From an optimization exercise on the open Yosys and OpenROAD flow, aimed at small area, a short achievable clock period and few clock cycles per item; shortcuts taken in it are not production practice. Where RTL was checked, it was by simulation tests only, not by an equivalence proof against the original. Only the layout flow was run in run 5; the RTL was not checked for function there. No activity file was given, so power comes from the tool's default toggle rates.

--- flow/design.v ---
module lzw_enc (
    input  wire       clk,
    input  wire       rst,
    input  wire       in_valid,
    input  wire [7:0] in_data,
    input  wire       in_last,
    output wire       in_ready,
    output reg        out_valid,
    output reg  [8:0] out_code,
    input  wire       out_ready
);
    localparam integer R = 256;
    localparam integer L = 512;
    localparam integer W = 9;
    localparam integer N = L - R - 1;           
    localparam [1:0] S_RUN   = 2'd0;            
    localparam [1:0] S_FLUSH = 2'd1;            
    localparam [1:0] S_SENT  = 2'd2;            
    reg [W-1:0] dict_prefix [0:N-1];
    reg [7:0]   dict_char   [0:N-1];
    reg         b_v;
    reg  [7:0]  b_d;
    reg         b_l;
    reg  [1:0]  state;
    reg         have_cur;
    reg [W-1:0] cur;
    reg  [7:0]  ncw;                            
    reg         in_rdy;                         
    reg         pw_v;
    reg  [7:0]  pw_idx;
    reg [W-1:0] pw_pre;
    reg  [7:0]  pw_ch;
    reg         sk_v;
    reg [W-1:0] sk_code;
    wire room    = !sk_v;
    wire consume = b_v && (state == S_RUN) && room;
    assign in_ready = in_rdy;
    wire take    = in_valid && in_rdy;
    wire [7:0] nidx = ncw + {7'd0, pw_v};
    wire [N-1:0] match;
    genvar g;
    generate
        for (g = 0; g < N; g = g + 1) begin : g_cam
            assign match[g] = (g < ncw) && dict_prefix[g] == cur && dict_char[g] == b_d;
        end
    endgenerate
    wire pmatch = pw_v && pw_pre == cur && pw_ch == b_d;
    reg  [7:0] hit_lo;
    integer i;
    always @* begin
        hit_lo = pmatch ? pw_idx + 8'd1 : 8'd0;
        for (i = 0; i < N; i = i + 1)
            if (match[i]) hit_lo = hit_lo | (i + 1);
    end
    wire hit = pmatch || (|match);
    reg         push;
    reg [W-1:0] push_code;
    always @* begin
        push      = 1'b0;
        push_code = cur;
        case (state)
            S_RUN:   push = consume && have_cur && !hit;
            S_FLUSH: push = room;
            default: begin
                push      = room;
                push_code = R[W-1:0];
            end
        endcase
    end
    always @(posedge clk) begin
        if (pw_v) begin
            dict_prefix[pw_idx] <= pw_pre;
            dict_char[pw_idx]   <= pw_ch;
        end
    end
    reg         b_v_n, sk_v_n, out_valid_n;
    reg  [1:0]  state_n;
    reg         have_cur_n;
    reg  [7:0]  ncw_n;
    always @* begin
        b_v_n = take ? 1'b1 : (consume ? 1'b0 : b_v);
        state_n    = state;
        have_cur_n = have_cur;
        ncw_n      = pw_v ? pw_idx + 8'd1 : ncw;
        case (state)
            S_RUN: begin
                if (consume) begin
                    have_cur_n = 1'b1;
                    if (b_l)
                        state_n = S_FLUSH;
                end
            end
            S_FLUSH: begin
                if (room)
                    state_n = S_SENT;
            end
            default: begin
                if (room) begin
                    state_n    = S_RUN;
                    have_cur_n = 1'b0;
                    ncw_n      = 8'd0;
                end
            end
        endcase
        out_valid_n = out_valid;
        sk_v_n      = sk_v;
        if (!out_valid || out_ready) begin
            out_valid_n = sk_v || push;
            sk_v_n      = sk_v && push;
        end else if (push) begin
            sk_v_n = 1'b1;
        end
    end
    always @(posedge clk) begin
        if (rst) begin
            b_v       <= 1'b0;
            b_d       <= 8'd0;
            b_l       <= 1'b0;
            state     <= S_RUN;
            have_cur  <= 1'b0;
            cur       <= {W{1'b0}};
            ncw       <= 8'd0;
            in_rdy    <= 1'b1;
            pw_v      <= 1'b0;
            pw_idx    <= 8'd0;
            pw_pre    <= {W{1'b0}};
            pw_ch     <= 8'd0;
            sk_v      <= 1'b0;
            sk_code   <= {W{1'b0}};
            out_valid <= 1'b0;
            out_code  <= {W{1'b0}};
        end else begin
            b_v       <= b_v_n;
            state     <= state_n;
            have_cur  <= have_cur_n;
            ncw       <= ncw_n;
            sk_v      <= sk_v_n;
            out_valid <= out_valid_n;
            in_rdy    <= !b_v_n || (state_n == S_RUN && !sk_v_n);
            if (in_rdy) begin
                b_d <= in_data;
                b_l <= in_last;
            end
            pw_v <= 1'b0;
            if (consume) begin
                if (!have_cur) begin
                    cur <= {1'b0, b_d};
                end else if (hit) begin
                    cur <= {1'b1, hit_lo};
                end else begin
                    cur <= {1'b0, b_d};
                    if (nidx != 8'd255) begin
                        pw_v   <= 1'b1;
                        pw_idx <= nidx;
                        pw_pre <= cur;
                        pw_ch  <= b_d;
                    end
                end
            end
            if (!out_valid || out_ready) begin
                out_code <= sk_v ? sk_code : push_code;
                sk_code  <= push_code;
            end else if (push) begin
                sk_code <= push_code;
            end
        end
    end
endmodule
--- flow/standard.sh ---
#!/bin/bash
# synth_recipe.tcl (not shown) runs the flow's synth.tcl, then flattens the netlist and writes it again
# the make line also repeats each setting of config.mk as NAME=value (left out here)
make -C /OpenROAD-flow-scripts/flow DESIGN_CONFIG=/design/flow/config.mk WORK_HOME=/design/flow/orfs CLKGATE_MAP_FILE= SYNTH_SCRIPT=/design/flow/synth_recipe.tcl "${@:-finish}"
--- flow/flow/run.sh ---
#!/bin/bash
set -euo pipefail
bash standard.sh SETUP_SLACK_MARGIN=10.5 finish > standard_flow.log 2>&1
--- flow/constraint.sdc ---
create_clock -name core_clock -period 15.0 [get_ports {clk}]
set_input_delay 3.0000 -clock core_clock [delete_from_list [all_inputs] [get_ports {clk}]]
set_output_delay 3.0000 -clock core_clock [all_outputs]
set_load 0.01 [all_outputs]
--- flow/config.mk ---
export PLATFORM = sky130hd
export DESIGN_NAME = lzw_enc
export DESIGN_NICKNAME = lzw_enc
export VERILOG_FILES = /design/flow/design.v
export SDC_FILE = /design/flow/constraint.sdc
export NUM_CORES = 4
export LEC_CHECK = 0
export CAP_MARGIN = 20
export CORE_MARGIN = 2
export CORE_UTILIZATION = 60
export CTS_CLUSTER_DIAMETER = 100
export CTS_CLUSTER_SIZE = 25
export PLACE_DENSITY = 0.75
export SLEW_MARGIN = 20
==> impl_metrics.yaml, run 1 <==
run_status:
  status: "no timing/DRC/antenna violations"
detailed_routing:
  first_pass_iters: 6
  drtIter0Drc: 23500
  routed_wl_um: 710000
  via_count: 121000
  drc: 0
  ant_nets: 0
  via_per_inst: 7.04
  wl_per_cell_um: 41.3
power_and_ir_drop:
  p_clk_frac: 0.299
  peakVddDrop_mv: 0.108
  internal_power_mw: 16.3
  p_leak_nw: 69.8
  seq_power_share: 0.632
  power_frac_comb: 0.070
  p_sw_mw: 4.80
  powerDensity_nw_per_um2: 100
  switching_share: 0.227
grt:
  first_global_vias: 112000
  grt_pass1_wl_um: 943000
  grt_antenna_before_repair: 94
  overflow: 0
  grt_max_degree: 137
  grt.total_usage: 0.425
placed_design:
  dp.cells: 16500
  gp_congestion: 0.985
  pre_cts_ws_ps: 8290
  port_buffers: 23
  dpl.hpwl_um: 365000
synthesis:
  yosys.area.top_type: "edfxtp_1"
  syn_inst: 12200
  ys_seq_area_frac: 0.680
  synthFlopType: "edfxtp_1"
  syn-cell-area_um2: 194000
  syn-mean-instance-area_um2: 15.9
  synth_nets: 12200
  synth_top_area_frac: 0.672
  yosysUniqueCellTypes: 96
  synth_area_leaders: "edfxtp_1 (67%), xnor2_1 (9.9%), xor2_1 (9.8%), nor4_1 (2.0%), nand4_1 (2.0%)"
  yosysWarnings: 1
  synth_edf_count: 4335
  synth_seq_cells: 4412
  async_flop_share: 0
final_layout:
  nNetsFinal: 12700
  fin_util: 0.657
  fillCellCount: 21900
  area_growth_pct: 8.99
  drive_gt1_frac: 0.115
  final_cells: 17200
timing:
  slew_violations: 0
  fmax_mhz: 206
  hold_slack_ps: 492
  period_share: 0.323
  fin_skew_ps: 100
  final_hold_viol_count: 0
  timing.setup.tns_ps: 0
  slew_headroom: 0.145
  fin_crit_ps: 4840
  rsz0062_at_grt: "true"
  layout_setup_ws_ps: 10160
  setup_viol: 0
  tightest_slew_ps: 1280
floorplanning:
  dieArea_um2: 327000
  chipWidth_um: 572
  ios: 24
  die_y_um: 572
  start_util: 0.603
  num_rows: 208
  core_um2: 321000
clock_network:
  cts_tree: "yes"
  cts-root-buf: "clkbuf_16"
  cts_sinks: 4412
  numCtsBuffers: 200
  hold_buffers: 0
  clk_pin_slew_ps: 100
  clkLatencyLatePin_ps: 990
  cts_buffer_depth: 4
  htreeDepth: 4
worst_setup_path:
  arrival_ps: 5690
  crit_required_ps: 15850
  end_kind: "flop"
  crit_type: "reg2reg"
  start_kind: "flop"
  crit_fanout: 17
run:
  drv_cap: 0
min_path:
  hold_class: "reg2reg"
## flip-flops by register name, indices dropped and copies added (netlist names), 2 cells and up
register / count
pw_pre: 9
state: 2
dict_char: 2040
dict_prefix: 2295
sk_code: 9
pw_idx: 8
ncw: 8
cur: 9
out_code: 9
b_d: 8
pw_ch: 8
## final cells by class
class	count	area, um^2	area share
Antenna cell	107	268	0.00127
Clock buffer	251	5240	0.0248
Clock inverter	13	233	0.00110
Inverter	11	41.3	0.000196
Multi-Input combinational cell	7151	56600	0.268
Sequential cell	4412	132000	0.625
Tap cell	4305	5390	0.0255
Timing Repair Buffer	934	11500	0.0545
## cells in the final DEF (no fill, tap or decap), types with 12 or more instances in the layout
cell type and n:
a2111oi_0 48, a211oi_1 28, a21oi_1 26, buf_12 91
buf_16 69, buf_4 609, buf_6 53, buf_8 17
bufbuf_16 52, clkbuf_1 49, clkbuf_16 222, dfxtp_1 25
dfxtp_2 13, dfxtp_4 39, diode_2 107, edfxtp_1 4335
mux2i_1 55, nand2_1 117, nand2_2 15, nand2b_1 12
nand3_1 183, nand3_2 13, nand4_1 615, nand4b_1 15
nor2_1 371, nor2_2 40, nor2b_1 20, nor3_1 137
nor4_1 561, nor4_2 43, nor4_4 20, nor4b_1 15
o2111ai_1 69, o211ai_1 14, o21ai_0 26, or4_1 32
xnor2_1 2197, xor2_1 2171
## worst max-delay path, cell delays in order, from the launching register on
cell and delay, ps:
dfxtp_2 510, o21ai_4 330, nor2b_1 550, buf_4 450, a211oi_1 160, nand3_2 320
nand4b_1 150, or4_4 590, nor4_4 430, nand3b_4 220, nor4_4 300, buf_4 180
buf_12 170, mux2i_2 250, nor2_1 60
## worst paths after layout
path | slack, ps | to | start | cells past startpoint
worst min register to register | 490 | out_code[8]$_SDFFE_PP0N_ | out_code[8]$_SDFFE_PP0N_ | 2
worst min-delay path | 490 | out_code[8]$_SDFFE_PP0N_ | out_code[8]$_SDFFE_PP0N_ | 2
worst max-delay path | 10160 | pw_ch[5]$_SDFFE_PP0P_ | ncw[0]$_SDFF_PP0_ | 14
worst max register to register | 10160 | pw_ch[5]$_SDFFE_PP0P_ | ncw[0]$_SDFF_PP0_ | 14
## cell families (layout without fill, tap and decap cells)
kind of cell / after synthesis / in the layout / synth area share
muxes: 57 / 57 / 0.00295
adders and majority gates: 6 / 6 / 0.000388
buffers and inverters: 635 / 1209 / 0.0357
xor gates and xnor gates: 4368 / 4368 / 0.197
AOI/OAI and AO/OA: 362 / 362 / 0.0144
other: 0 / 107 / 0
DFF: 4412 / 4412 / 0.680
and+or+nand+nor: 2358 / 2358 / 0.0692
## cells in the mapped netlist (7+ instances only)
| library cell | instances |
|---|---|
| a2111oi_0 | 60 |
| a211oi_1 | 29 |
| a21oi_1 | 35 |
| a22oi_1 | 12 |
| a31oi_1 | 7 |
| a41oi_1 | 8 |
| and2_1 | 11 |
| and3_1 | 8 |
| and4_1 | 7 |
| and4b_1 | 10 |
| buf_12 | 80 |
| buf_2 | 37 |
| buf_4 | 87 |
| buf_6 | 228 |
| buf_8 | 102 |
| clkbuf_1 | 83 |
| dfxtp_1 | 77 |
| edfxtp_1 | 4335 |
| inv_1 | 11 |
| mux2i_1 | 56 |
| nand2_1 | 136 |
| nand2b_1 | 12 |
| nand3_1 | 198 |
| nand3b_1 | 10 |
| nand4_1 | 615 |
| nand4b_1 | 15 |
| nor2_1 | 412 |
| nor2b_1 | 20 |
| nor3_1 | 146 |
| nor3b_1 | 7 |
| nor4_1 | 619 |
| nor4b_1 | 16 |
| o2111ai_1 | 78 |
| o211ai_1 | 14 |
| o21ai_0 | 35 |
| o22ai_1 | 19 |
| o31ai_1 | 9 |
| or2_2 | 9 |
| or3_1 | 12 |
| or4_1 | 41 |
| xnor2_1 | 2197 |
| xor2_1 | 2171 |
## power groups by stage
stage | Sequential [mW] | Combinational, mW | Clock, mW
floorplan | 13.6 | 0.860 | 0
global placement | 13.7 | 1.08 | 0
detailed placement | 13.7 | 1.10 | 0
CTS | 13.4 | 1.35 | 6.25
global route | 13.4 | 1.47 | 6.63
finish | 13.4 | 1.47 | 6.32
## stage by stage
stage          power (mW)  area (um^2)
2_1_floorplan        14.5       194000
3_3_place_gp         14.8       198000
3_5_place_dp         14.8       198000
4_1_cts              21.0       209000
5_1_grt              21.5       211000
6_report             21.2       211000
## timing repair
item,in CTS,in global routing
hold endpoints to repair,0,0
gates resized for setup,458,156
gates cloned,58,20
pin swaps,30,25
buffers inserted,144,96
endpoints found under the setup margin,58,48
## routing by layer
metal | vias to the layer above | wire, um | track usage
met1 | 60500 | 230000 | 0.542
met3 | 2743 | 116000 | 0.138
li1 | 45800 | - | -
met5 | - | 503 | 0
met2 | 11800 | 302000 | 0.615
met4 | 60 | 61500 | 0.304
Testbench counts, summed over its fixed seeds: cycles 89,419, items 89,019.
==> run 2, diff against run 1 <==
--- a/flow/config.mk
+++ b/flow/config.mk
@@ -7,3 +7,3 @@
 export LEC_CHECK = 0
-export CAP_MARGIN = 20
+export CAP_MARGIN = 30
 export CORE_MARGIN = 2
@@ -13,2 +13,2 @@
 export PLACE_DENSITY = 0.75
-export SLEW_MARGIN = 20
+export SLEW_MARGIN = 40
==> impl_metrics.yaml, run 2 <==
worst_setup_path:
  endpoint: "cur[2]$_SDFFE_PP0P_"
  arrival_ps: 5870
  rr_endpoint: "cur[2]$_SDFFE_PP0P_"
  start_kind: "flop"
  reg2reg_depth: 14
  startpoint: "cur[3]$_SDFFE_PP0P_"
  crit_fanout: 33
  crit_required_ps: 15940
  r2r_setup_slack_ps: 10070
  end_kind: "flop"
  worstReg2RegStart: "cur[3]$_SDFFE_PP0P_"
  crit_type: "reg2reg"
synthesis:
  synth-xor-area-share: 0.197
  synth-simple-area-share: 0.0692
  synthFlopType: "edfxtp_1"
  synth_seq_cells: 4412
  synth_top_area_frac: 0.672
  ys_seq_area_frac: 0.680
  syn-cell-area_um2: 194000
  synth_nets: 12200
  yosys.area.top_type: "edfxtp_1"
  syn-mean-instance-area_um2: 15.9
  synth.area.mux_share: 0.00295
  synth_area_leaders: "edfxtp_1 (67%), xnor2_1 (9.9%), xor2_1 (9.8%), nor4_1 (2.0%), nand4_1 (2.0%)"
  syn_inst: 12200
  yosysWarnings: 1
  yosysMostFrequentCell: "edfxtp_1"
  synth_top_family_by_area: "XOR/XNOR gates"
  async_flop_share: 0
  yosysUniqueCellTypes: 96
  synth_edf_count: 4335
  synthAdderAreaFrac: 0.000388
  synth_compound_area_frac: 0.0144
  synth_common_cells: "edfxtp_1 (4335), xnor2_1 (2197), xor2_1 (2171)"
final_layout:
  drive_gt1_frac: 0.137
  final_cell_area_um2: 216000
  area_growth_pct: 11.3
  mostFrequentLayoutCells: "edfxtp_1 (4335), xnor2_1 (2197), xor2_1 (2165)"
  largest_reg_flops: 2295
  nNetsFinal: 13000
  top_regs: "dict_prefix (2295), dict_char (2040)"
  largest_register: "dict_prefix"
  final_common_cell: "edfxtp_1"
grt:
  first_global_vias: 113000
  grt_antenna_before_repair: 102
  overflow: 0
  grt.total_usage: 0.433
  grt_max_degree: 111
  grt_pass1_wl_um: 957000
placed_design:
  placed_area_um2: 199000
  port_buffers: 23
  gp_congestion: 0.985
  dpl.hpwl_um: 372000
detailed_routing:
  via_per_inst: 7.03
  via_count: 123000
  ant_nets: 0
  drtIter0Drc: 23600
  routed_wl_um: 728000
  wl_per_cell_um: 41.7
  first_pass_iters: 8
  drc: 0
floorplanning:
  num_rows: 208
  dieArea_um2: 327000
  core_um2: 321000
  die_y_um: 572
  chipWidth_um: 572
  ios: 24
  start_util: 0.603
timing:
  tightest_slew_ps: 1080
  slew_headroom: 0.273
  slew_violations: 0
  fin_crit_ps: 4930
  rsz0062_at_grt: "true"
  final_hold_viol_count: 0
  timing.setup.tns_ps: 0
  setup_viol: 0
  fmax_mhz: 203
  period_share: 0.328
  fin_skew_ps: 109
clock_network:
  cts-root-buf: "clkbuf_16"
  clk_pin_slew_ps: 120
  cts_buffer_depth: 4
  hold_buffers: 0
  numCtsBuffers: 201
  clkLatencyLatePin_ps: 1010
  cts_sinks: 4412
  cts_tree: "yes"
  htreeDepth: 4
power_and_ir_drop:
  p_leak_nw: 72.0
  seq_power_share: 0.625
  powerDensity_nw_per_um2: 99.0
  p_sw_mw: 4.90
  power_frac_comb: 0.075
  switching_share: 0.229
  p_clk_frac: 0.300
  internal_power_mw: 16.5
  peakVddDrop_mv: 0.0982
min_path:
  hold_class: "reg2reg"
run_status:
  status: "no timing/DRC/antenna violations"
run:
  drv_cap: 0
-- run 2: cell count changes in the layout (fill, tap and decap cells not counted), sizes merged --
cell,previous run,this run
clkinv,4,8
bufbuf,52,72
buf,850,1093
bufinv,0,1
inv,20,21
clkbuf,272,290
-- run 2: worst max-delay path, cell delays in order (launching register included) --
cell	delay, ps
dfxtp_4	530
buf_4	240
bufbuf_16	500
xnor2_1	210
nand4_1	150
nor4_1	310
nand4_1	880
o31ai_2	630
nor4_2	270
buf_4	210
and4_1	210
and3_1	180
nand4_1	140
o221ai_1	150
a21oi_1	200
-- run 2: layer usage --
layer / up-vias / share of wire / global-route usage
met5: - / 0.00067 / 0.00470
met3: 3023 / 0.17 / 0.149
met4: 64 / 0.091 / 0.320
li1: 46400 / - / -
met2: 12100 / 0.42 / 0.617
met1: 61200 / 0.32 / 0.550
-- run 2: timing repair --
item	4_1_cts	5_1_grt
hold endpoints to repair	0	0
cloned	79	30
buffers inserted	207	250
pin swaps	36	43
setup endpoints to repair	58	48
resized for setup	506	223
-- run 2: how the worst min path moves through the flow --
| stage | startpoint | endpoint | cells after the start |
|---|---|---|---|
| 4_1_cts | out_code[8]$_SDFFE_PP0N_ | out_code[8]$_SDFFE_PP0N_ | 2 |
| 2_1_floorplan | sk_code[8]$_SDFFE_PP0P_ | sk_code[8]$_SDFFE_PP0P_ | 2 |
| 3_3_place_gp | out_code[8]$_SDFFE_PP0N_ | out_code[8]$_SDFFE_PP0N_ | 2 |
| 6_report | out_code[8]$_SDFFE_PP0N_ | out_code[8]$_SDFFE_PP0N_ | 2 |
| 3_5_place_dp | sk_code[6]$_SDFFE_PP0P_ | sk_code[6]$_SDFFE_PP0P_ | 2 |
| 5_1_grt | out_code[8]$_SDFFE_PP0N_ | out_code[8]$_SDFFE_PP0N_ | 2 |
-- run 2: per-stage QoR --
step                      instances  power (mW)  utilization  worst slack (ps)  hold slack [ps]
final                         17500        21.4        0.672             10070              493
after global placement        16500        14.8        0.616              7830              478
after CTS                     17100        21.1        0.658             10400              495
after detailed placement      16500        14.8        0.620              8350              480
after global routing          17400        21.7        0.671             10390              528
after floorplan               12200        14.5            -             10720              456
-- run 2: layout make-up --
class / instances / area, um^2
diodes: 107 / 268
clock buffers: 259 / 5270
clock inverters: 19 / 292
fillers: 21400 / 105000
inverters: 11 / 41.3
multi-input cells: 7151 / 57000
flip-flops and latches: 4412 / 132000
well taps: 4305 / 5390
repair buffers: 1207 / 15500
-- run 2: logic make-up after synthesis --
| family | count (synthesis) |
|---|---|
| buf+inv | 635 |
| flops | 4412 |
| fa+ha+maj | 6 |
| simple gates | 2358 |
| mux | 57 |
| compound gates | 362 |
| xor+xnor | 4368 |
-- run 2: power by group through the flow --
stage | logic, mW | registers [mW] | clock network, mW
after floorplan | 0.860 | 13.6 | 0
after global placement | 1.08 | 13.7 | 0
after detailed placement | 1.11 | 13.7 | 0
after CTS | 1.42 | 13.4 | 6.31
after global routing | 1.60 | 13.4 | 6.71
final | 1.60 | 13.4 | 6.40
==> run 3, diff against run 2 <==
==> flow/config.mk (replaced) <==
export PLATFORM = sky130hd
export DESIGN_NAME = lzw_enc
export DESIGN_NICKNAME = lzw_enc
export VERILOG_FILES = /design/flow/design.v
export SDC_FILE = /design/flow/constraint.sdc
export NUM_CORES = 4
export LEC_CHECK = 0
export CAP_MARGIN = 20
export CORE_MARGIN = 2
export CORE_UTILIZATION = 40
export SLEW_MARGIN = 20
==> impl_metrics.yaml, run 3 <==
worst_setup_path:
  arrival_ps: 5610
  crit_fanout: 7
  crit_required_ps: 15890
  crit_type: "reg2reg"
  start_kind: "flop"
  slowest_delay_ps: 850
  path_cells: "buf_12, buf_12, nor2_4, buf_12, buf_4, nand2_1, o2111ai_1, nand3_1, nor4_2, and4_1, nand4bb_4, nor4_4, buf_6, buf_12, mux2i_1, nor2_1"
  slowest_stage: "o2111ai_1"
  end_kind: "flop"
  rr_endpoint: "pw_pre[6]$_SDFFE_PP0P_"
  crit_top_cell: "buf_12"
  reg2reg_depth: 16
  worstReg2RegStart: "ncw[5]$_SDFF_PP0_"
  r2r_setup_slack_ps: 10280
floorplanning:
  num_rows: 255
  die_y_um: 700
  core_um2: 482000
  ios: 24
  start_util: 0.402
  dieArea_um2: 490000
  chipWidth_um: 700
detailed_routing:
  first_pass_iters: 11
  wl_per_cell_um: 38.0
  routed_wl_um: 762000
  drc: 0
  via_count: 121000
  via_per_inst: 6.04
  ant_nets: 0
  drtIter0Drc: 20600
clock_network:
  cts_tree: "yes"
  cts-root-buf: "clkbuf_16"
  htreeDepth: 5
  hold_buffers: 0
  cts_sinks: 4412
  clk_pin_slew_ps: 60
  numCtsBuffers: 455
  clkLatencyLatePin_ps: 1120
  cts_buffer_depth: 4
placed_design:
  port_buffers: 23
  dp.cells: 18600
  placed_area_um2: 201000
  gp_congestion: 0.949
  dpl.hpwl_um: 382000
min_path:
  hold_end: "sk_code[0]$_SDFFE_PP0P_"
  min-delay-start: "sk_code[0]$_SDFFE_PP0P_"
  whs_path_depth: 2
  hold_class: "reg2reg"
final_layout:
  drive_gt1_frac: 0.154
  final_cell_area_um2: 226000
  nNetsFinal: 13200
  mostFrequentLayoutCells: "edfxtp_1 (4335), xnor2_1 (2197), xor2_1 (2162)"
  top_regs: "dict_prefix (2295), dict_char (2040)"
  final_cells: 20000
  fillCellCount: 41300
  area_growth_pct: 16.8
  largest_register: "dict_prefix"
  largest_reg_flops: 2295
  final_common_cell: "edfxtp_1"
grt:
  overflow: 0
  busiest_layer: "met2"
  grt.total_usage: 0.298
  grt_antenna_before_repair: 89
  grt_pass1_wl_um: 996000
  use_met3: 0.0871
  grt_max_degree: 124
  first_global_vias: 110000
  globalRouteMet1Util: 0.390
  met2_usage: 0.446
timing:
  tightest_slew_ps: 1580
  period_share: 0.314
  setup_viol: 0
  fin_skew_ps: 103
  final_hold_viol_count: 0
  fin_crit_ps: 4720
  rsz0062_at_grt: "true"
  fmax_mhz: 212
  slew_headroom: -0.0515
  slew_violations: 67
  hold_slack_ps: 491
  timing.setup.tns_ps: 0
synthesis:
  synth_area_leaders: "edfxtp_1 (67%), xnor2_1 (9.9%), xor2_1 (9.8%), nor4_1 (2.0%), nand4_1 (2.0%)"
  yosysMostFrequentCell: "edfxtp_1"
  yosysUniqueCellTypes: 96
  syn-cell-area_um2: 194000
  synth_seq_cells: 4412
  yosys.area.top_type: "edfxtp_1"
  synth_nets: 12200
  synth_edf_count: 4335
  async_flop_share: 0
  yosysWarnings: 1
  synthFlopType: "edfxtp_1"
  ys_seq_area_frac: 0.680
  synth_common_cells: "edfxtp_1 (4335), xnor2_1 (2197), xor2_1 (2171)"
  syn-mean-instance-area_um2: 15.9
  syn_inst: 12200
  synth_top_area_frac: 0.672
run:
  drv_cap: 0
power_and_ir_drop:
  p_leak_nw: 75.9
  powerDensity_nw_per_um2: 115
  power_mw: 26.0
  peakVddDrop_mv: 0.100
run_status:
  status: "complete, but fails checks"
  violations: "max-slew violations"
## run 3: routing by layer
layer | part of all wire | wire length, um
met5 | 0.0011 | 818
met4 | 0.068 | 51800
met3 | 0.13 | 101000
met2 | 0.43 | 330000
met1 | 0.37 | 280000
## run 3: power by group
part           leakage [nW]  switching [mW]  internal, mW
Clock                  6.90            5.02          6.03
Sequential             40.8          0.0202          13.4
Combinational          28.2            1.00         0.590
Total                  75.9            6.04          20.0
## run 3: kinds of logic (layout without fill, tap and decap cells)
kind of cell | Yosys count | after routing | share of synthesized area
AOI/OAI and AO/OA | 362 | 362 | 0.0144
xor gates and xnor gates | 4368 | 4368 | 0.197
adders and majority gates | 6 | 6 | 0.000388
buffers and inverters | 635 | 1992 | 0.0357
DFF | 4412 | 4412 | 0.680
muxes | 57 | 57 | 0.00295
other | 0 | 61 | 0
and+or+nand+nor | 2358 | 2358 | 0.0692
## run 3: cell type report
type / instances / area [um^2] / area share
Antenna cell: 61 / 153 / 0.000675
Clock buffer: 567 / 11800 / 0.0523
Clock inverter: 277 / 2370 / 0.0105
Inverter: 11 / 43.8 / 0.000194
Multi-Input combinational cell: 7151 / 57000 / 0.252
Sequential cell: 4412 / 132000 / 0.583
Tap cell: 6425 / 8040 / 0.0355
Timing Repair Buffer: 1137 / 15000 / 0.0663
## run 3: what timing repair did
action / 4_1_cts / 5_1_grt
endpoints found under the setup margin: 58 / 58
gates resized for setup: 595 / 183
cloned: 82 / 37
setup buffers: 200 / 182
hold endpoints to repair: 0 / 0
pin swaps: 48 / 38
## run 3: worst max-delay path by stage
stage | startpoint | end | slack [ps] | depth (start not counted)
after detailed placement | b_d[1]$_SDFFE_PP0P_ | sk_code[3]$_SDFFE_PP0P_ | 7950 | 15
after floorplan | pw_pre[4]$_SDFFE_PP0P_ | pw_ch[0]$_SDFFE_PP0P_ | 10720 | 12
after CTS | out_valid$_SDFFE_PP0N_ | out_valid | 10410 | 1
after global routing | ncw[6]$_SDFF_PP0_ | sk_code[7]$_SDFFE_PP0P_ | 10370 | 18
after global placement | cur[7]$_SDFFE_PP0P_ | sk_v$_SDFF_PP0_ | 7360 | 13
final | ncw[5]$_SDFF_PP0_ | pw_pre[6]$_SDFFE_PP0P_ | 10280 | 16
## run 3: metrics by stage
| stage | setup WS [ps] | utilization |
|---|---|---|
| finish | 10280 | 0.469 |
| global route | 10370 | 0.469 |
| CTS | 10410 | 0.462 |
| detailed placement | 7950 | 0.417 |
| global placement | 7360 | 0.417 |
| floorplan | 10720 | - |
## run 3: worst max-delay path: cells and delay by family (launching register included)
| kind | cells | cell delay [ps] |
|---|---|---|
| compound gates | 1 | 850 |
| simple gates | 8 | 2000 |
| flops | 1 | 370 |
| mux | 1 | 200 |
| buf+inv | 6 | 1040 |
==> run 4, diff against run 3 <==
==> flow/flow/run.sh (replaced) <==
#!/bin/bash
set -euo pipefail
bash standard.sh SETUP_SLACK_MARGIN=11.0 finish > standard_flow.log 2>&1
--- a/flow/config.mk
+++ b/flow/config.mk
@@ -7,5 +7,8 @@
 export LEC_CHECK = 0
-export CAP_MARGIN = 20
+export CAP_MARGIN = 25
 export CORE_MARGIN = 2
-export CORE_UTILIZATION = 40
-export SLEW_MARGIN = 20
+export CORE_UTILIZATION = 60
+export CTS_CLUSTER_DIAMETER = 100
+export CTS_CLUSTER_SIZE = 20
+export PLACE_DENSITY = 0.75
+export SLEW_MARGIN = 30
==> impl_metrics.yaml, run 4 <==
run_status:
  status: "no timing/DRC/antenna violations"
synthesis:
  yosysMostFrequentCell: "edfxtp_1"
  ys_seq_area_frac: 0.680
  yosys.area.top_type: "edfxtp_1"
  synth_common_cells: "edfxtp_1 (4335), xnor2_1 (2197), xor2_1 (2171)"
  synth_top_area_frac: 0.672
  async_flop_share: 0
  synthFlopType: "edfxtp_1"
  syn-cell-area_um2: 194000
  syn-mean-instance-area_um2: 15.9
  synth_area_leaders: "edfxtp_1 (67%), xnor2_1 (9.9%), xor2_1 (9.8%), nor4_1 (2.0%), nand4_1 (2.0%)"
  synth_seq_cells: 4412
  synth.area.mux_share: 0.00295
  yosysUniqueCellTypes: 96
  yosysWarnings: 1
  synth-xor-area-share: 0.197
  synth-simple-area-share: 0.0692
  syn_inst: 12200
  synth_compound_area_frac: 0.0144
  synthAdderAreaFrac: 0.000388
  synth_top_family_by_area: "XOR/XNOR gates"
  synth_nets: 12200
  synth_edf_count: 4335
detailed_routing:
  wl_met2_um: 301000
  drtIter0Drc: 24000
  top_layer: "met5"
  wl_met3_um: 124000
  via_per_inst: 7.08
  drt-met1-wl_um: 230000
  ant_nets: 0
  via_count: 123000
  wl_per_cell_um: 41.3
  drc: 0
  routed_wl_um: 719000
  first_pass_iters: 7
floorplanning:
  ios: 24
  chipWidth_um: 572
  start_util: 0.603
  core_um2: 321000
  die_y_um: 572
  dieArea_um2: 327000
  num_rows: 208
final_layout:
  final_common_cell: "edfxtp_1"
  drive_gt1_frac: 0.132
  top_regs: "dict_prefix (2295), dict_char (2040)"
  largest_register: "dict_prefix"
  fin_util: 0.671
  fillCellCount: 21300
  area_growth_pct: 11.3
  largest_reg_flops: 2295
  nNetsFinal: 12900
  mostFrequentLayoutCells: "edfxtp_1 (4335), xnor2_1 (2197), xor2_1 (2171)"
clock_network:
  cts_tree: "yes"
  numCtsBuffers: 244
  cts_buffer_depth: 4
  cts_sinks: 4412
  htreeDepth: 4
  cts-root-buf: "clkbuf_16"
  clk_pin_slew_ps: 100
  clkLatencyLatePin_ps: 1020
power_and_ir_drop:
  p_leak_nw: 71.9
  powerDensity_nw_per_um2: 102
  peakVddDrop_mv: 0.122
grt:
  first_global_vias: 114000
  overflow: 0
  grt.total_usage: 0.436
  grt_max_degree: 132
  grt_pass1_wl_um: 965000
  grt_antenna_before_repair: 104
placed_design:
  dpl.hpwl_um: 359000
  gp_congestion: 1.03
  port_buffers: 23
  pre_cts_ws_ps: 7930
worst_setup_path:
  crit_required_ps: 15850
  crit_top_cell: "buf_12"
  slowest_stage: "or3b_2"
  reg2reg_depth: 18
  path_buf_inv: 8
  path_cells: "buf_12, buf_16, or2_4, buf_12, a21oi_4, buf_12, buf_12, a2111oi_0, nand4_1, nand3_1, or3b_2, nand4bb_4, buf_6, o31ai_4, buf_12, buf_12, mux2i_1, nor2_1"
  cp.depth: 18
  crit_type: "reg2reg"
  end_kind: "flop"
  crit_fanout: 6
  arrival_ps: 5580
  slowest_delay_ps: 600
  start_kind: "flop"
  cp_top_family: "simple AND/OR/NAND/NOR gates"
timing:
  timing.setup.tns_ps: 0
  fin_skew_ps: 84.1
  tightest_slew_ps: 1250
  fmax_mhz: 212
  slew_violations: 0
  setup_viol: 0
  slew_headroom: 0.164
  fin_crit_ps: 4730
  period_share: 0.315
  rsz0062_at_grt: "true"
  final_hold_viol_count: 0
  layout_setup_ws_ps: 10270
run:
  drv_cap: 0
min_path:
  hold_class: "reg2reg"
  whs_path_depth: 2
run 4: repair_timing:
action | in CTS | in global routing
hold buffers | 0 | 0
gates cloned | 100 | 3
setup buffers | 323 | 47
setup endpoints to repair | 58 | 87
endpoints found under the hold margin | 0 | 0
resized for setup | 703 | 89
pin swaps | 88 | 39
run 4: per-stage QoR:
| stage | instance area, um^2 | hold WS [ps] | power (mW) | std cells |
|---|---|---|---|---|
| finish | 216000 | 505 | 21.9 | 17400 |
| detailed placement | 198000 | 482 | 14.8 | 16500 |
| floorplan | 194000 | 456 | 14.5 | 12200 |
| global route | 215000 | 526 | 22.2 | 17300 |
| global placement | 198000 | 473 | 14.7 | 16500 |
| CTS | 214000 | 503 | 21.8 | 17300 |
run 4: worst paths after layout:
| check | startpoint | to | slack, ps |
|---|---|---|---|
| worst max-delay path | ncw[4]$_SDFF_PP0_ | sk_code[7]$_SDFFE_PP0P_ | 10270 |
| worst min-delay path | sk_code[5]$_SDFFE_PP0P_ | sk_code[5]$_SDFFE_PP0P_ | 510 |
| worst max register to register | ncw[4]$_SDFF_PP0_ | sk_code[7]$_SDFFE_PP0P_ | 10270 |
| worst min register to register | sk_code[5]$_SDFFE_PP0P_ | sk_code[5]$_SDFFE_PP0P_ | 510 |
run 4: cells by family (layout without fill, tap and decap cells):
kind of cell | count (synthesis) | count (layout)
flip-flops | 4412 | 4412
XOR/XNOR | 4368 | 4368
AND/OR/NAND/NOR | 2358 | 2358
buffers and inverters | 635 | 1435
AO/OA/AOI/OAI | 362 | 362
multiplexers | 57 | 57
adder cells (fa/ha/maj) | 6 | 6
other | 0 | 113
run 4: cell type report:
| cell class | instances | area [um^2] | area share |
|---|---|---|---|
| Multi-Input combinational cell | 7151 | 57100 | 0.265 |
| Tap cell | 4305 | 5390 | 0.0250 |
| Antenna cell | 113 | 283 | 0.00131 |
| Clock buffer | 325 | 6450 | 0.0299 |
| Timing Repair Buffer | 1082 | 14200 | 0.0657 |
| Inverter | 11 | 45.0 | 0.000209 |
| Sequential cell | 4412 | 132000 | 0.612 |
| Clock inverter | 17 | 278 | 0.00129 |
run 4: tightest hold or removal path, cell delays in order (launching register included):
cell	delay (ps)
dfxtp_1	340
mux2i_1	70
nor2_1	70
run 4: layer usage:
layer	global-route usage	up-vias
li1	-	46300
met1	0.549	61100
met2	0.615	12600
met3	0.172	3230
met4	0.313	62
met5	0.00529	-
run 4: power breakdown:
| part | total [mW] | leakage (nW) | internal, mW | switching (mW) |
|---|---|---|---|---|
| logic | 1.55 | 27.8 | 0.569 | 0.983 |
| clock network | 7.01 | 3.25 | 3.03 | 3.99 |
| registers | 13.4 | 40.8 | 13.3 | 0.0198 |
| total | 21.9 | 71.9 | 16.9 | 4.99 |
==> run 5, diff against run 4 <==
==> flow/design.v (replaced) <==
module lzw_enc (
    input  wire       clk,
    input  wire       rst,
    input  wire       in_valid,
    input  wire [7:0] in_data,
    input  wire       in_last,
    output wire       in_ready,
    output reg        out_valid,
    output reg  [8:0] out_code,
    input  wire       out_ready
);
    localparam integer R = 256;
    localparam integer L = 512;
    localparam integer W = 9;
    localparam integer N = L - R - 1;           
    localparam [1:0] S_RUN   = 2'd0;            
    localparam [1:0] S_FLUSH = 2'd1;            
    localparam [1:0] S_SENT  = 2'd2;            
    reg [W-1:0] dict_prefix [0:N-1];
    reg [7:0]   dict_char   [0:N-1];
    reg         b_v;
    reg  [7:0]  b_d;
    reg         b_l;
    reg  [1:0]  state;
    reg         have_cur;
    reg [W-1:0] cur;
    reg  [7:0]  nc;                             
    reg  [7:0]  ncw;                            
    reg         pw_v;
    reg  [7:0]  pw_idx;
    reg [W-1:0] pw_pre;
    reg  [7:0]  pw_ch;
    reg         sk_v;
    reg [W-1:0] sk_code;
    wire room    = !sk_v;
    wire consume = b_v && (state == S_RUN) && room;
    assign in_ready = !b_v || consume;
    wire take    = in_valid && in_ready;
    wire [N-1:0] match;
    genvar g;
    generate
        for (g = 0; g < N; g = g + 1) begin : g_cam
            assign match[g] = (g < ncw) && dict_prefix[g] == cur && dict_char[g] == b_d;
        end
    endgenerate
    wire pmatch = pw_v && pw_pre == cur && pw_ch == b_d;
    reg  [7:0] hit_lo;
    integer i;
    always @* begin
        hit_lo = pmatch ? pw_idx + 8'd1 : 8'd0;
        for (i = 0; i < N; i = i + 1)
            if (match[i]) hit_lo = hit_lo | (i + 1);
    end
    wire hit = pmatch || (|match);
    reg         push;
    reg [W-1:0] push_code;
    always @* begin
        push      = 1'b0;
        push_code = cur;
        case (state)
            S_RUN:   push = consume && have_cur && !hit;
            S_FLUSH: push = room;
            default: begin
                push      = room;
                push_code = R[W-1:0];
            end
        endcase
    end
    always @(posedge clk) begin
        if (pw_v) begin
            dict_prefix[pw_idx] <= pw_pre;
            dict_char[pw_idx]   <= pw_ch;
        end
    end
    always @(posedge clk) begin
        if (rst) begin
            b_v       <= 1'b0;
            b_d       <= 8'd0;
            b_l       <= 1'b0;
            state     <= S_RUN;
            have_cur  <= 1'b0;
            cur       <= {W{1'b0}};
            nc        <= 8'd0;
            ncw       <= 8'd0;
            pw_v      <= 1'b0;
            pw_idx    <= 8'd0;
            pw_pre    <= {W{1'b0}};
            pw_ch     <= 8'd0;
            sk_v      <= 1'b0;
            sk_code   <= {W{1'b0}};
            out_valid <= 1'b0;
            out_code  <= {W{1'b0}};
        end else begin
            if (take) begin
                b_v <= 1'b1;
                b_d <= in_data;
                b_l <= in_last;
            end else if (consume) begin
                b_v <= 1'b0;
            end
            pw_v <= 1'b0;
            if (pw_v)
                ncw <= pw_idx + 8'd1;
            case (state)
                S_RUN: begin
                    if (consume) begin
                        if (!have_cur) begin
                            cur      <= {1'b0, b_d};
                            have_cur <= 1'b1;
                        end else if (hit) begin
                            cur <= {1'b1, hit_lo};
                        end else begin
                            cur <= {1'b0, b_d};
                            if (nc != 8'd255) begin
                                pw_v   <= 1'b1;
                                pw_idx <= nc;
                                pw_pre <= cur;
                                pw_ch  <= b_d;
                                nc     <= nc + 8'd1;
                            end
                        end
                        if (b_l)
                            state <= S_FLUSH;
                    end
                end
                S_FLUSH: begin
                    if (room)
                        state <= S_SENT;
                end
                default: begin
                    if (room) begin
                        state    <= S_RUN;
                        have_cur <= 1'b0;
                        nc       <= 8'd0;
                        ncw      <= 8'd0;
                    end
                end
            endcase
            if (!out_valid || out_ready) begin
                if (sk_v) begin
                    out_valid <= 1'b1;
                    out_code  <= sk_code;
                    sk_v      <= push;
                    sk_code   <= push_code;
                end else begin
                    out_valid <= push;
                    out_code  <= push_code;
                end
            end else if (push) begin
                sk_v    <= 1'b1;
                sk_code <= push_code;
            end
        end
    end
endmodule
==> flow/run.sh (new file) <==
#!/bin/bash
# synth_recipe.tcl (not shown) runs the flow's synth.tcl, then flattens the netlist and writes it again
# the make line also repeats each setting of config.mk as NAME=value (left out here)
make -C /OpenROAD-flow-scripts/flow DESIGN_CONFIG=/design/flow/config.mk WORK_HOME=/design/flow/orfs CLKGATE_MAP_FILE= SYNTH_SCRIPT=/design/flow/synth_recipe.tcl finish
==> flow/config.mk (replaced) <==
export PLATFORM = sky130hd
export DESIGN_NAME = lzw_enc
export DESIGN_NICKNAME = lzw_enc
export VERILOG_FILES = /design/flow/design.v
export SDC_FILE = /design/flow/constraint.sdc
export NUM_CORES = 4
export LEC_CHECK = 0
export CAP_MARGIN = 20
export CORE_MARGIN = 2
export CORE_UTILIZATION = 40
export SLEW_MARGIN = 20
removed: flow/flow/run.sh
removed: flow/standard.sh
==> impl_metrics.yaml, run 5 <==
clock_network:
  hold_buffers: 0
  cts_sinks: 4419
  numCtsBuffers: 459
  clkLatencyLatePin_ps: 1050
  post_cts_buffers: 0
  cts_buffer_depth: 4
  cts_tree: "yes"
  clk_pin_slew_ps: 60
  htreeDepth: 5
  cts-root-buf: "clkbuf_16"
  post_cts_resized: 0
run:
  drv_cap: 0
worst_setup_path:
  arrival_ps: 3870
  crit_fanout: 17
  crit_required_ps: 12000
  cp_top_family: "simple AND/OR/NAND/NOR gates"
  start_kind: "flop"
  crit_type: "reg2out"
  crit_top_cell: "nand2_1"
  slowest_delay_ps: 700
  cp.depth: 5
  reg2reg_depth: 15
  path_cells: "buf_4, nor3_1, nand2_1, nand2_1, clkdlybuf4s50_1"
  path_buf_inv: 2
  end_kind: "output port"
  slowest_stage: "dfxtp_1"
final_layout:
  largest_reg_flops: 2295
  fillCellCount: 41400
  final_cells: 19400
  drive_gt1_frac: 0.107
  fin_util: 0.452
  top_regs: "dict_prefix (2295), dict_char (2040)"
  area_growth_pct: 12.5
  final_common_cell: "edfxtp_1"
  largest_register: "dict_prefix"
  nNetsFinal: 12600
  mostFrequentLayoutCells: "edfxtp_1 (4335), xor2_1 (2443), xnor2_1 (1916)"
placed_design:
  dp.cells: 18500
  dpl.hpwl_um: 367000
  gp_congestion: 0.958
  port_buffers: 23
detailed_routing:
  drtIter0Drc: 17600
  routed_wl_um: 672000
  wl_per_cell_um: 34.7
  ant_nets: 0
  via_per_inst: 5.85
  drc: 0
  first_pass_iters: 9
  via_count: 113000
min_path:
  whs_path_depth: 2
  hold_class: "reg2reg"
power_and_ir_drop:
  powerDensity_nw_per_um2: 119
  p_leak_nw: 72.1
  peakVddDrop_mv: 0.105
synthesis:
  synth_edf_count: 4335
  ys_seq_area_frac: 0.691
  synth_seq_cells: 4419
  yosys.area.top_type: "edfxtp_1"
  syn-cell-area_um2: 191000
  synthFlopType: "edfxtp_1"
  yosysMostFrequentCell: "edfxtp_1"
  synth_top_area_frac: 0.682
  yosysWarnings: 1
  syn_inst: 12100
  synth_area_leaders: "edfxtp_1 (68%), xor2_1 (11%), xnor2_1 (8.8%), nor4_1 (2.1%), nand4_1 (1.8%)"
  synth_nets: 12100
  yosysUniqueCellTypes: 93
  async_flop_share: 0
  synth_common_cells: "edfxtp_1 (4335), xor2_1 (2443), xnor2_1 (1916)"
  syn-mean-instance-area_um2: 15.8
floorplanning:
  start_util: 0.402
  core_um2: 475000
  ios: 24
  chipWidth_um: 695
  num_rows: 253
  die_y_um: 695
  dieArea_um2: 483000
timing:
  rsz0062_at_grt: "false"
  slew_violations: 0
  final_hold_viol_count: 0
  slew_headroom: 0.132
  fin_crit_ps: 6870
  timing.setup.tns_ps: 0
  fin_skew_ps: 81.0
  tightest_slew_ps: 1290
  period_share: 0.458
  fmax_mhz: 146
  setup_viol: 0
grt:
  first_global_vias: 107000
  grt_max_degree: 133
  grt_pass1_wl_um: 910000
  grt.total_usage: 0.272
  overflow: 0
  grt_antenna_before_repair: 77
run_status:
  status: "no timing/DRC/antenna violations"
-- run 5: cell types whose count changed after synthesis, sizes merged, moves of 24 or more --
cell,delta
xor2,+272
nor4,+24
mux2i,-29
a2111oi,+29
nor2,-29
xnor2,-281
nand4,-58
-- run 5: kinds of logic after synthesis --
logic type | synth area share
compound gates | 0.0158
xor+xnor | 0.200
fa+ha+maj | 0.000328
buf+inv | 0.0240
flops | 0.691
mux | 0.00142
simple gates | 0.0679
-- run 5: layout make-up --
type	count	area (um^2)	area share
Clock buffer	588	12100	0.0565
Inverter	20	75.1	0.000349
Antenna cell	52	130	0.000606
Timing Repair Buffer	626	5230	0.0244
Clock inverter	261	2180	0.0101
Tap cell	6375	7980	0.0371
Sequential cell	4419	132000	0.614
Multi-Input combinational cell	7056	55100	0.257
-- run 5: where the power goes --
part | switching [mW] | internal [mW]
clock network | 4.92 | 6.11
registers | 0.0646 | 13.4
logic | 0.770 | 0.361
-- run 5: worst paths after layout --
path / start / to / slack [ps]
min reg2reg: out_code[8]$_SDFFE_PP0P_ / out_code[8]$_SDFFE_PP0P_ / 480
max reg2reg: b_d[1]$_SDFFE_PP0P_ / nc[5]$_SDFFE_PP0P_ / 8150
max: sk_v$_SDFFE_PP0P_ / in_ready / 8130
min: out_code[8]$_SDFFE_PP0P_ / out_code[8]$_SDFFE_PP0P_ / 480
-- run 5: worst reg2reg max path, stage by stage, from the launching register on --
cell	delay [ps]
dfxtp_4	780
buf_12	550
buf_12	510
buf_4	830
xor2_1	330
nor4_1	80
o2111ai_1	80
nor4_1	90
buf_4	190
a41oi_1	800
nand4_1	710
nor4_4	470
nand4b_4	260
or4_4	610
or3_1	330
a21oi_1	150
-- run 5: metrics by stage --
stage / total power [mW] / area (um^2) / hold WS [ps] / worst slack, ps
after CTS: 25.7 / 215000 / 483 / 8180
after global routing: 26.2 / 215000 / 506 / 8010
after detailed placement: 14.8 / 200000 / 469 / 8590
after global placement: 14.8 / 200000 / 470 / 8020
after floorplan: 14.4 / 191000 / 436 / 9210
final: 25.6 / 215000 / 479 / 8130
-- run 5: per-layer routing --
layer / track usage / part of all wire / vias up
met2: 0.423 / 0.45 / 6947
met5: 0.00730 / 0.0016 / -
met3: 0.0595 / 0.10 / 1471
met4: 0.118 / 0.050 / 46
met1: 0.366 / 0.39 / 59200
li1: - / - / 45700

==> port drivers added, routing unchanged <==
In the flow no input, the clock included, has a driving cell. The finished layouts below were timed again as built, in two steps. Step 1 sets driving cells, clkbuf_16 on the clock port and buf_2 on the other inputs (assumed; they add their load-dependent delay and slew). Step 2 moves the port delays by t, midway between the first and last clock arrival at a register: inputs arrive t later, outputs are due t later. That takes back most of the time a late clock gives input paths. a / b / c = no drivers / after step 1 / after step 2; a / b = the first two.
run	t, ns	slack for setup (ns)	slew at the worst register clock pin (ns)	worst data-port slew with drivers (ns)
run 1	1.050	10.156 / 10.156 / 10.156	0.12 / 0.12	0.06
run 2	1.066	10.073 / 10.073 / 10.073	0.12 / 0.12	0.05
run 3	1.200	10.283 / 10.283 / 9.491	0.07 / 0.07	0.05
run 4	1.086	10.272 / 10.272 / 9.905	0.10 / 0.10	0.10
run 5	1.123	8.129 / 8.021 / 8.151	0.07 / 0.07	0.03
The setup slack of run 3, which loses most, moves by 0.000 ns with the drivers and by -0.792 ns with both steps.
